Source: an optimization exercise on an open RTL-to-GDS flow (aim: small area). Production flows keep margins and buffers that such runs may drop. In this exercise RTL edits were held to simulation tests only and were not proved equivalent to the original. No activity file was given, so power comes from the tool's default toggle rates.

job 2589:
==> flow/design.v (excerpt) <==
module mmu_hostport (
    input  wire       clk,
    input  wire       rst,
    input  wire       in_valid,
    input  wire [7:0] in_data,
    output wire       in_ready,
    output wire       out_valid,
    output wire [7:0] out_data,
    input  wire       out_ready
);
clock: 10.0 ns
lec_check: 0
cap_margin: 20
core_margin: 2
core_utilization: 65
gpl_timing_driven: 0
slew_margin: 20
standard.sh (not shown) runs the stock make flow with config.mk's settings and CLKGATE_MAP_FILE= SYNTH_SCRIPT=/design/flow/synth_recipe.tcl, a recipe that flattens the netlist after the stock synthesis.
==> flow/flow/run.sh <==
#!/bin/bash
# Layout flow: the standard ORFS flow (standard.sh) with
#  - synthesis: the standard synthesis script, but ABC maps (after &deepsyn, time-bounded, then two &nf rounds) with the
#    area-oriented script flow/area.abc and adders are left to ABC instead
#    of being extracted into half/full-adder cells (registers unchanged);
#  - CTS without dummy loads, with the buffers and clustering below;
#  - port buffers of the smallest buffer cell.
# Every tool's output goes to a log file in this folder.
set -euo pipefail
W=$PWD
cat > "$W/own_synth.tcl" <<TCL
proc extract_fa {args} { puts "own flow: extract_fa skipped" }
proc abc {args} {
  set i [lsearch -exact \$args -script]
  if {\$i >= 0} { set args [lreplace \$args [expr {\$i+1}] [expr {\$i+1}] $W/flow/area.abc] }
  puts "own flow: abc \$args"
  yosys abc {*}\$args
}
source $W/synth_recipe.tcl
TCL
CTS="-sink_clustering_enable -repair_clock_nets -dont_use_dummy_load"
CTS="$CTS -buf_list {sky130_fd_sc_hd__clkbuf_16} -root_buf sky130_fd_sc_hd__clkbuf_8"
CTS="$CTS -sink_clustering_size 30 -sink_clustering_max_diameter 80"
bash standard.sh "SYNTH_SCRIPT=$W/own_synth.tcl" "CTS_ARGS=$CTS" \
  "BUFFER_PORTS_ARGS=-buffer_cell sky130_fd_sc_hd__buf_1" finish > "$W/own_flow.log" 2>&1
==> flow/flow/area.abc <==
strash; &get -n; &fraig -x; &deepsyn -T 120; &dch -f; &nf -p -R 1000; &put; strash; &get -n; &dch -f; &nf -p -R 1000; &put
## Diff of input files: job 1108 against job 2589
--- a/flow/flow/run.sh
+++ b/flow/flow/run.sh
@@ -1,5 +1,5 @@
 #!/bin/bash
 # Layout flow: the standard ORFS flow (standard.sh) with
-#  - synthesis: the standard synthesis script, but ABC maps (after &deepsyn, time-bounded, then two &nf rounds) with the
+#  - synthesis: the standard synthesis script, but ABC maps (after &deepsyn, time-bounded) with the
 #    area-oriented script flow/area.abc and adders are left to ABC instead
 #    of being extracted into half/full-adder cells (registers unchanged);
@@ -20,5 +20,5 @@
 TCL
 CTS="-sink_clustering_enable -repair_clock_nets -dont_use_dummy_load"
-CTS="$CTS -buf_list {sky130_fd_sc_hd__clkbuf_16} -root_buf sky130_fd_sc_hd__clkbuf_8"
+CTS="$CTS -buf_list {sky130_fd_sc_hd__clkbuf_16}"
 CTS="$CTS -sink_clustering_size 30 -sink_clustering_max_diameter 80"
 bash standard.sh "SYNTH_SCRIPT=$W/own_synth.tcl" "CTS_ARGS=$CTS" \
==> flow/flow/area.abc <==
strash; &get -n; &fraig -x; &deepsyn -T 120; &dch -f; &nf -R 1000; &put
Findings:
- Job 1108 | stages: all done | timing, DRC, antenna: all pass
- [compare] base=job 2589 new=job 1108: minimum hold slack higher; first-pass iteration count of the detailed router has decreased.
- Comparing job 2589 against job 1108, there is no change at all in synthesized net count.
- Re wire length after detailed routing: job 2589 was lower than job 1108.
- Switching power (job 1108 vs. job 2589) decreases by a few percent
- [compare] base=job 2589 new=job 1108: die outline area now larger, routed length on met1 grew by 5.3%, ratio of cells with drive above 1 in the final layout now larger.
Setup changes, job 1108 to job 8580
# job 1108
export LEC_CHECK = 0
export CAP_MARGIN = 20
export CORE_MARGIN = 2
export CORE_UTILIZATION = 65
export GPL_TIMING_DRIVEN = 0
export SLEW_MARGIN = 20
create_clock -name core_clock -period 10.0 [get_ports {clk}]
# job 8580
export LEC_CHECK = 0
export CAP_MARGIN = 20
export CORE_MARGIN = 2
export CORE_UTILIZATION = 70
export GPL_TIMING_DRIVEN = 0
export SLEW_MARGIN = 20
create_clock -name core_clock -period 10.0 [get_ports {clk}]
--- a/flow/flow/run.sh
+++ b/flow/flow/run.sh
@@ -21,5 +21,5 @@
 CTS="-sink_clustering_enable -repair_clock_nets -dont_use_dummy_load"
 CTS="$CTS -buf_list {sky130_fd_sc_hd__clkbuf_16}"
-CTS="$CTS -sink_clustering_size 30 -sink_clustering_max_diameter 80"
+CTS="$CTS -sink_clustering_size 36 -sink_clustering_max_diameter 60"
 bash standard.sh "SYNTH_SCRIPT=$W/own_synth.tcl" "CTS_ARGS=$CTS" \
   "BUFFER_PORTS_ARGS=-buffer_cell sky130_fd_sc_hd__buf_1" finish > "$W/own_flow.log" 2>&1
Results
- As far as required time at the worst-slack endpoint is concerned, job 1108 and job 8580 perform about the same.
- As far as maximum number of buffers from clock root to sink goes, job 8580 and job 1108 are indistinguishable; the numbers are identical.
- Job 8580 against job 1108: wire length fell by 1400 um; leakage component of the power lost 0.49%; hold slack fell 33 ps; total chip power went down about 1.9%.
- Job 8580: aggregate global-route resource usage is 0.66 points higher than what job 1108 reported.
- Min utilization across job 8580 and job 1108: job 1108
- On final area: job 8580 sits below job 1108.
Relative to job 8580, the following input files were edited for job 8778:
# job 8580
export LEC_CHECK = 0
export CAP_MARGIN = 20
export CORE_MARGIN = 2
export CORE_UTILIZATION = 70
export GPL_TIMING_DRIVEN = 0
export SLEW_MARGIN = 20
create_clock -name core_clock -period 10.0 [get_ports {clk}]
# job 8778
export LEC_CHECK = 0
export CAP_MARGIN = 20
export CORE_MARGIN = 2
export CORE_UTILIZATION = 72
export GPL_TIMING_DRIVEN = 0
export SLEW_MARGIN = 20
create_clock -name core_clock -period 10.0 [get_ports {clk}]
--- a/flow/flow/run.sh
+++ b/flow/flow/run.sh
@@ -1,5 +1,5 @@
 #!/bin/bash
 # Layout flow: the standard ORFS flow (standard.sh) with
-#  - synthesis: the standard synthesis script, but ABC maps (after &deepsyn, time-bounded) with the
+#  - synthesis: the standard synthesis script, but ABC maps (after &deepsyn, time-bounded, then two &nf rounds) with the
 #    area-oriented script flow/area.abc and adders are left to ABC instead
 #    of being extracted into half/full-adder cells (registers unchanged);
@@ -20,6 +20,6 @@
 TCL
 CTS="-sink_clustering_enable -repair_clock_nets -dont_use_dummy_load"
-CTS="$CTS -buf_list {sky130_fd_sc_hd__clkbuf_16}"
-CTS="$CTS -sink_clustering_size 36 -sink_clustering_max_diameter 60"
+CTS="$CTS -buf_list {sky130_fd_sc_hd__clkbuf_16} -root_buf sky130_fd_sc_hd__clkbuf_8"
+CTS="$CTS -sink_clustering_size 30 -sink_clustering_max_diameter 80"
 bash standard.sh "SYNTH_SCRIPT=$W/own_synth.tcl" "CTS_ARGS=$CTS" \
   "BUFFER_PORTS_ARGS=-buffer_cell sky130_fd_sc_hd__buf_1" finish > "$W/own_flow.log" 2>&1
==> flow/flow/area.abc <==
strash; &get -n; &fraig -x; &deepsyn -T 120; &dch -f; &nf -p -R 1000; &put; strash; &get -n; &dch -f; &nf -p -R 1000; &put
[summary]
NOTE: portion of total power attributed to sequential cells in job 8778 exceeds that of job 8580. [job 8778] sequential fraction of the synthesis area rose 0.72 points relative to job 8580. Job 8778: multi-input logic portion of the cell area 0.80 points below job 8580. Job 8778 against job 8580: via count of the first global-routing pass shows a reduction of 4.0%, power share of the clock group shows a reduction of 2.0 points, post-layout worst setup margin shows a reduction of 140 ps, vertical die dimension shows a reduction of about 1.9%. Compared with job 8580, job 8778 shows a lower wire length of the first global-routing pass. From job 8580 to job 8778 the numbers moved as follows: final core area utilization grew by 2.2 points, routed wire length shrank by about 7%.

## separate check: timing with driven ports
In the flow no input, the clock included, has a driving cell. The finished layouts below were timed again as built, in two steps.
Step 1 assumes that a clkbuf_16 drives the clock port and a buf_2 every other input.
Step 2, shift: input delay + t, output delay - t, t = (earliest + latest rising clock arrival at the registers) / 2. This alone moves slack from input paths to output paths.
Slacks: ideal ports / drivers / drivers and shift; pairs: ideal ports / drivers.
run	shift t [ns]	setup slack, ns	worst setup path after step 2	clock arrival spread, ns
job 2589	0.572	3.822 / 3.782 / 3.724	input to register	0.050 / 0.050
job 1108	0.528	3.757 / 3.713 / 3.736	input to register	0.067 / 0.067
job 8580	0.521	3.774 / 3.734 / 3.487	input to register	0.085 / 0.085
job 8778	0.570	3.630 / 3.594 / 3.603	input to register	0.083 / 0.083
After both steps every run listed still meets setup and hold. For job 8580, which loses most, drivers alone change the setup slack by -0.040 ns; drivers and shift together by -0.287 ns.
